This design comes from an exercise in tuning for small area, a short achievable clock period and few clock cycles per item on the open sky130 flow, not from production work.
Only simulation tests tie the RTL to the original design; equivalence was not proved.
No activity file was given, so power comes from the tool's default toggle rates.

== v6 ==
## lcg_step
module lcg_step (
    input  wire        clk,
    input  wire        rst,       
    input  wire        start,     
    input  wire [63:0] a,
    input  wire [63:0] c,
    input  wire [63:0] m,         
    input  wire [63:0] s,
    output wire        ready,
    output reg         done,
    output wire [63:0] result
);
Size in the first run: roughly 3400 cells after synthesis, roughly 390 flip-flops, ~330 I/O pins, roughly 32000 µm² of cells after synthesis.
==> flow/config.mk <==
export PLATFORM = sky130hd
export DESIGN_NAME = lcg_step
export DESIGN_NICKNAME = lcg_step
export VERILOG_FILES = /design/flow/design.v
export SDC_FILE = /design/flow/constraint.sdc
export NUM_CORES = 4
export LEC_CHECK = 0
export CAP_MARGIN = 20
export CORE_MARGIN = 2
export CORE_UTILIZATION = 65
export SLEW_MARGIN = 20
==> flow/constraint.sdc <==
create_clock -name core_clock -period 10.0 [get_ports {clk}]
set_input_delay 2.0000 -clock core_clock [delete_from_list [all_inputs] [get_ports {clk}]]
set_output_delay 2.0000 -clock core_clock [all_outputs]
set_load 0.01 [all_outputs]
standard.sh (not shown) runs the stock make flow with config.mk's settings and CLKGATE_MAP_FILE= SYNTH_SCRIPT=/design/flow/synth_recipe.tcl, a recipe that flattens the netlist after the stock synthesis.
==> flow/flow/run.sh <==
#!/bin/bash
# Standard ORFS layout (the standard.sh: standard synthesis, floorplan,
# place, CTS, route, finish) with two changes to how it is made:
#  - repair_timing is asked to leave a larger setup margin, so the achieved
#    period shrinks (clock, SDC and constraints stay the design's);
#  - every input and output port still gets its own buffer, but a buf_2
#    rather than the default delay buffer.
# make's output is kept in standard.log; each ORFS step keeps its own log
# under orfs/logs.
set -euo pipefail
bash standard.sh SETUP_SLACK_MARGIN=6.6 \
    "BUFFER_PORTS_ARGS=-buffer_cell sky130_fd_sc_hd__buf_2" finish > standard.log 2>&1
v6: PASS, flow complete, no timing, DRC or antenna violations
Testbench counts of v6, summed over its fixed seeds: cycles 32,776, steps 512.
Edits applied to the flow inputs when going from v6 to v7:
diff --git a/flow/flow/run.sh b/flow/flow/run.sh
--- a/flow/flow/run.sh
+++ b/flow/flow/run.sh
@@ -11,2 +11,2 @@
 bash standard.sh SETUP_SLACK_MARGIN=6.6 \
-    "BUFFER_PORTS_ARGS=-buffer_cell sky130_fd_sc_hd__buf_2" finish > standard.log 2>&1
+    "BUFFER_PORTS_ARGS=-buffer_cell sky130_fd_sc_hd__buf_1" finish > standard.log 2>&1
diff --git a/flow/config.mk b/flow/config.mk
--- a/flow/config.mk
+++ b/flow/config.mk
@@ -9,3 +9,3 @@
 export CORE_MARGIN = 2
-export CORE_UTILIZATION = 65
+export CORE_UTILIZATION = 55
 export SLEW_MARGIN = 20
### Flow results
[v7 vs v6] count of clock-buffer cells in the layout: higher in v7
Min share of total power in combinational logic across v7 and v6: v6
When v7 is set beside v6, its number of global-route vias before repair turns out to be 297 smaller.
The least setup slack across all paths after layout on v6 is in line with that on v7.
rtn[60]$_DFFE_PP_ as the start point of the critical path was reported by v7, and rtn[58]$_DFFE_PP_ by v6.

========
## run 1
The RTL this note starts from:
==> flow/design.v <==
module lcg_step (
    input  wire        clk,
    input  wire        rst,       
    input  wire        start,     
    input  wire [63:0] a,
    input  wire [63:0] c,
    input  wire [63:0] m,         
    input  wire [63:0] s,
    output wire        ready,
    output reg         done,
    output wire [63:0] result
);
    localparam [2:0] IDLE = 3'd0,
                     MUL  = 3'd1,
                     DIV  = 3'd2,
                     FIN1 = 3'd3,
                     FIN2 = 3'd4,
                     SHR  = 3'd5;
    localparam [67:0] NEG4K = 68'haaaaaaaaaaaaaaaa8;    
    reg  [2:0]   state;
    reg  [6:0]   cnt;
    reg          first;
    reg  [6:0]   j;           
    reg  [63:0]  ra;          
    reg  [64:0]  rm;          
    reg  [64:56] rtn;         
    reg  [67:0]  ws, wc;      
    reg  [67:0]  pl;          
    reg          cf;          
    reg  [5:0]   bc;          
    reg  [5:0]   bcn;         
    reg          c_idle, c_mul, c_fin1, c_fin2, c_shr, c_dv;    
    reg  [2:0]   nstate;
    reg  [4:0]   qd;          
    reg  [4:0]   qdn;         
    reg          rdy;
    assign ready  = rdy;
    assign result = pl[63:0];
    function [2:0] booth_dec;    
        input [2:0] b;
        booth_dec = {b[2], (b[2] & ~b[1] & ~b[0]) | (~b[2] & b[1] & b[0]), b[1] ^ b[0]};
    endfunction
    function [66:0] booth_pp;    
        input [2:0]  d;
        input [63:0] x;
        reg [65:0] sel;
        begin
            sel = d[0] ? {2'b00, x} : d[1] ? {1'b0, x, 1'b0} : 66'd0;
            booth_pp = {~d[2], sel ^ {66{d[2]}}};
        end
    endfunction
    wire [66:0] pp0l = booth_pp(bc[2:0], ra);
    wire [66:0] pp0h = booth_pp(~bcn[2:0], ra);
    wire [66:0] pp1l = booth_pp(bc[5:3], ra);
    wire [66:0] pp1h = booth_pp(~bcn[5:3], ra);
    wire [66:0] pp0 = {pp0h[66:34], pp0l[33:0]};
    wire [66:0] pp1 = {pp1h[66:34], pp1l[33:0]};
    wire [68:0] m1s = ws[67:0] ^ wc[67:0] ^ {2'b00, pp0};
    wire [68:0] m1c = {(ws & wc) | (ws & {1'b0, pp0}) | (wc & {1'b0, pp0}), bc[2]};
    wire [2:0]  lo1 = m1s[1:0] + m1c[1:0] + cf;
    wire [66:0] x2  = m1s[68:2];
    wire [66:0] y2  = m1c[68:2];
    wire [66:0] z2  = pp1;
    wire [66:0] m2s = x2 ^ y2 ^ z2;
    wire [67:0] m2c = {(x2 & y2) | (x2 & z2) | (y2 & z2), bc[5]};
    wire [2:0]  lo2 = m2s[1:0] + m2c[1:0] + lo1[2];
    wire        hi = rm[64];
    wire [67:0] mp = {3'b000, rm};
    wire [67:0] m2 = {2'b00, rm, 1'b0};
    wire [64:56] rt = ~rtn;
    wire        ht = rt[64];
    wire [2:0]  dh = ht ? rt[63:61] : rt[62:60];    
    function [6:0] add7;
        input [6:0] a, b;
        reg [6:0] p, g, cy;
        reg       tt;
        integer k, l, i;
        begin
            p = a ^ b;
            g = a & b;
            for (k = 0; k < 7; k = k + 1) begin
                cy[k] = 1'b0;
                for (l = 0; l < k; l = l + 1) begin
                    tt = g[l];
                    for (i = l + 1; i < k; i = i + 1)
                        tt = tt & p[i];
                    cy[k] = cy[k] | tt;
                end
            end
            add7 = p ^ cy;
        end
    endfunction
    function [4:0] qsel;
        input [6:0] n;
        input [2:0] d;
        reg [6:0] u, t2, t1, t0, tm;    
        reg g2, g1, g0, gm;
        begin
            u = {~n[6], n[5:0]};
            case (d)    
                3'd0: begin t2 = 7'd76; t1 = 7'd68; t0 = 7'd60; tm = 7'd51; end
                3'd1: begin t2 = 7'd78; t1 = 7'd68; t0 = 7'd59; tm = 7'd49; end
                3'd2: begin t2 = 7'd79; t1 = 7'd68; t0 = 7'd59; tm = 7'd48; end
                3'd3: begin t2 = 7'd80; t1 = 7'd69; t0 = 7'd58; tm = 7'd47; end
                3'd4: begin t2 = 7'd82; t1 = 7'd70; t0 = 7'd57; tm = 7'd45; end
                3'd5: begin t2 = 7'd84; t1 = 7'd70; t0 = 7'd57; tm = 7'd44; end
                3'd6: begin t2 = 7'd85; t1 = 7'd71; t0 = 7'd56; tm = 7'd42; end
                default: begin t2 = 7'd87; t1 = 7'd71; t0 = 7'd56; tm = 7'd40; end
            endcase
            g2 = u >= t2;
            g1 = u >= t1;
            g0 = u >= t0;
            gm = u >= tm;
            qsel = {g2, g1 & ~g2, gm & ~g0, ~gm, g0 & ~g1};
        end
    endfunction
    function [67:0] csa_s;
        input [67:0] x, y, z;
        csa_s = x ^ y ^ z;
    endfunction
    function [67:0] csa_c;
        input [67:0] x, y, z;
        input        ci;
        csa_c = {(x[66:0] & y[66:0]) | (x[66:0] & z[66:0]) | (y[66:0] & z[66:0]), ci};
    endfunction
    wire [67:0] dys = {ws[65:0], pl[67:66]};
    wire [67:0] dyc = {wc[65:0], 2'b00};
    wire [67:0] dz  = first ? (NEG4K | {65'd0, cf, 2'b00}) :
                      ({68{qd[4]}} & ~m2) | ({68{qd[3]}} & ~mp) |
                      ({68{qd[2]}} &  mp) | ({68{qd[1]}} &  m2);
    wire [67:0] d2s = csa_s(dys, dyc, dz);
    wire [67:0] d2c = csa_c(dys, dyc, dz, ~first & (qd[4] | qd[3]));
    wire [67:0] mpt = {3'b000, rt, 56'd0};
    wire [67:0] m2t = {2'b00, rt, 57'd0};
    wire [67:0] dzt = first ? (NEG4K | {65'd0, cf, 2'b00}) :
                      ({68{~qdn[4]}} & ~m2t) | ({68{~qdn[3]}} & ~mpt) |
                      ({68{~qdn[2]}} &  mpt) | ({68{~qdn[1]}} &  m2t);
    wire [67:0] t2s = csa_s(dys, dyc, dzt);
    wire [67:0] t2c = csa_c(dys, dyc, dzt, 1'b0);
    wire [6:0]  nes = ht ? t2s[65:59] : t2s[64:58];
    wire [6:0]  nec = ht ? t2c[65:59] : t2c[64:58];
    wire [4:0]  qn  = qsel(add7(nes, nec), dh);
    wire [67:0] fsum = ws + wc;
    always @(*) begin
        nstate = state;
        case (state)
            IDLE: if (start) nstate = MUL;
            MUL:  if (cnt == 7'd16) nstate = DIV;
            DIV:  if (!first && cnt == 7'd0) nstate = FIN1;
            FIN1: nstate = fsum[67] ? FIN2 : (j == 7'd0) ? IDLE : SHR;
            FIN2: nstate = (j == 7'd0) ? IDLE : SHR;
            SHR:  if (j == 7'd2 || j == 7'd8) nstate = IDLE;
            default: nstate = IDLE;
        endcase
        if (rst) nstate = IDLE;
    end
    always @(posedge clk) begin
        state  <= nstate;
        c_idle <= nstate == IDLE;
        c_mul  <= nstate == MUL;
        c_fin1 <= nstate == FIN1;
        c_fin2 <= nstate == FIN2;
        c_shr  <= nstate == SHR;
        c_dv   <= nstate == DIV;
        rdy    <= nstate == IDLE;
        done   <= !rst && (state == FIN1 || state == FIN2 || state == SHR) && nstate == IDLE;
    end
    always @(posedge clk) begin
        ws <= ({68{c_idle}} & {4'd0, c}) | ({68{c_mul}} & {1'b0, m2s[66:2]}) |
              ({68{c_fin1}} & fsum) | ({68{c_dv | c_fin2 | c_shr}} & d2s);
        wc <= ({68{c_idle}} & {2'b11, 66'd0}) | ({68{c_mul}} & m2c[67:2]) |    
              ({68{c_fin1}} & mp) | ({68{c_dv | c_fin2 | c_shr}} & d2c);
        pl <= ({68{c_idle}} & {4'd0, s}) | ({68{c_mul}} & {lo2[1:0], lo1[1:0], pl[67:4]}) |
              ({68{c_dv}} & {pl[65:0], 2'b00}) | ({68{c_fin1 | c_fin2}} & fsum) |
              ({68{c_shr & j[6:3] != 4'd0}} & {8'd0, pl[67:8]}) |
              ({68{c_shr & j[6:3] == 4'd0}} & {2'd0, pl[67:2]});
        qd <= qn;
        qdn <= ~qn;
        cf <= lo2[2];
        bc <= {booth_dec(pl[7:5]), booth_dec(pl[5:3])};
        bcn <= ~{booth_dec(pl[7:5]), booth_dec(pl[5:3])};
        case (state)
            IDLE: begin
                ra    <= a;
                rm    <= {1'b0, m};
                rtn   <= ~{1'b0, m[63:56]};
                cf    <= 1'b0;
                bc    <= {booth_dec(s[3:1]), booth_dec({s[1:0], 1'b0})};
                bcn   <= ~{booth_dec(s[3:1]), booth_dec({s[1:0], 1'b0})};
                cnt   <= 7'd0;
                j     <= 7'd0;
            end
            MUL: begin
                if (rm[64:57] == 8'd0 && j <= 7'd56) begin
                    rm <= {rm[56:0], 8'd0};
                    rtn <= ~rm[56:48];
                    j  <= j + 7'd8;
                end else if (rm[64:63] == 2'd0 && j <= 7'd62) begin
                    rm <= {rm[62:0], 2'd0};
                    rtn <= ~rm[62:54];
                    j  <= j + 7'd2;
                end
                if (cnt == 7'd16) begin
                    cnt   <= 7'd0;
                    first <= 1'b1;
                end else
                    cnt <= cnt + 7'd1;
            end
            DIV: begin
                first <= 1'b0;
                if (first)
                    cnt <= 7'd32 + {1'b0, j[6:1]};
                else
                    cnt <= cnt - 7'd1;
            end
            SHR: begin
                if (j >= 7'd8) j <= j - 7'd8;
                else           j <= j - 7'd2;
            end
            default: ;
        endcase
    end
endmodule
clock: 10.0 ns
lec_check: 0
cap_margin: 20
core_margin: 2
core_utilization: 55
cts_buf_list: sky130_fd_sc_hd__clkbuf_8 sky130_fd_sc_hd__clkbuf_4
cts_cluster_size: 30
slew_margin: 20
==> flow/flow/run.sh <==
#!/bin/bash
# Standard ORFS layout (the standard.sh: standard synthesis, floorplan,
# place, CTS, route, finish) with two changes to how it is made:
#  - repair_timing is asked to leave a larger setup margin, so the achieved
#    period shrinks (clock, SDC and constraints stay the design's);
#  - every input and output port still gets its own buffer, but a buf_1
#    rather than the default delay buffer (repair may still resize it).
# make's output is kept in standard.log; each ORFS step keeps its own log
# under orfs/logs.
set -euo pipefail
bash standard.sh SETUP_SLACK_MARGIN=6.6 \
    "BUFFER_PORTS_ARGS=-buffer_cell sky130_fd_sc_hd__buf_1" finish > standard.log 2>&1
Testbench counts of run 1, summed over its fixed seeds: cycles 32,776, steps 512.
## Diff of input files: run 2 against run 1
- CTS_BUF_LIST no longer set, was sky130_fd_sc_hd__clkbuf_8 sky130_fd_sc_hd__clkbuf_4
- CTS_CLUSTER_SIZE no longer set, was 30
Run 1 → run 2: met1 track demand over resource in global routing has decreased; final area flat; global-route usage now smaller. Compared run 1 against run 2; non-clock buffer area fraction after layout within noise. Re H-tree depth: run 1 and run 2 aren't equal, and the higher value belongs to run 1. Comparing run 1 with run 2, the sum of negative setup slack came out essentially unchanged. Of run 1 and run 2, the higher routed wire length belongs to run 1. Total length of routed met3 wires came out lower on run 2 than on run 1.
[inputs] run 3 vs run 2
==> flow/flow/run.sh <==
#!/bin/bash
# Standard ORFS layout (the standard.sh: standard synthesis, floorplan,
# place, CTS, route, finish) with two changes to how it is made:
#  - repair_timing is asked to leave a larger setup margin, so the achieved
#    period shrinks (clock, SDC and constraints stay the design's);
#  - every input and output port still gets its own buffer, but a buf_2
#    rather than the default delay buffer.
# make's output is kept in standard.log; each ORFS step keeps its own log
# under orfs/logs.
set -euo pipefail
bash standard.sh SETUP_SLACK_MARGIN=6.6 \
    "BUFFER_PORTS_ARGS=-buffer_cell sky130_fd_sc_hd__buf_2" finish > standard.log 2>&1
## What came out
Going from run 2 to run 3, total half-perimeter wirelength after legalization and detailed placement shrank slightly.
Fmax in run 3 vs run 2: down 0.93%
Smallest setup slack after layout on run 3 is down relative to run 2.

[re-timing with driven ports]
The flow's constraints put no driver on any port. The routed layouts listed below were extracted and timed again, unchanged, in two steps.
Step 1 (the two cells are an assumption about what drives the block):
set clk [get_ports {clk}]
set_driving_cell -lib_cell sky130_fd_sc_hd__clkbuf_16 $clk
set_driving_cell -lib_cell sky130_fd_sc_hd__buf_2 [delete_from_list [all_inputs] $clk]
Step 2 times the ports against the registers' clock, not the clock port: input delays grow and output delays shrink by t, the midpoint of the rising clock arrivals with the driver on.
Three values: ideal ports, drivers, drivers and shift; two values: the first two.
| run | shift t [ns] | setup slack, ns | worst setup path after step 2 |
|---|---|---|---|
| v6 | 0.657 | 6.430 / 6.430 / 6.430 | register to register |
| v7 | 0.655 | 6.427 / 6.427 / 6.427 | register to register |
| run 1 | 0.730 | 6.372 / 6.372 / 6.372 | register to register |
| run 2 | 0.655 | 6.427 / 6.427 / 6.427 | register to register |
| run 3 | 0.663 | 6.394 / 6.394 / 6.394 | register to register |
After both steps every run listed still meets setup and hold.
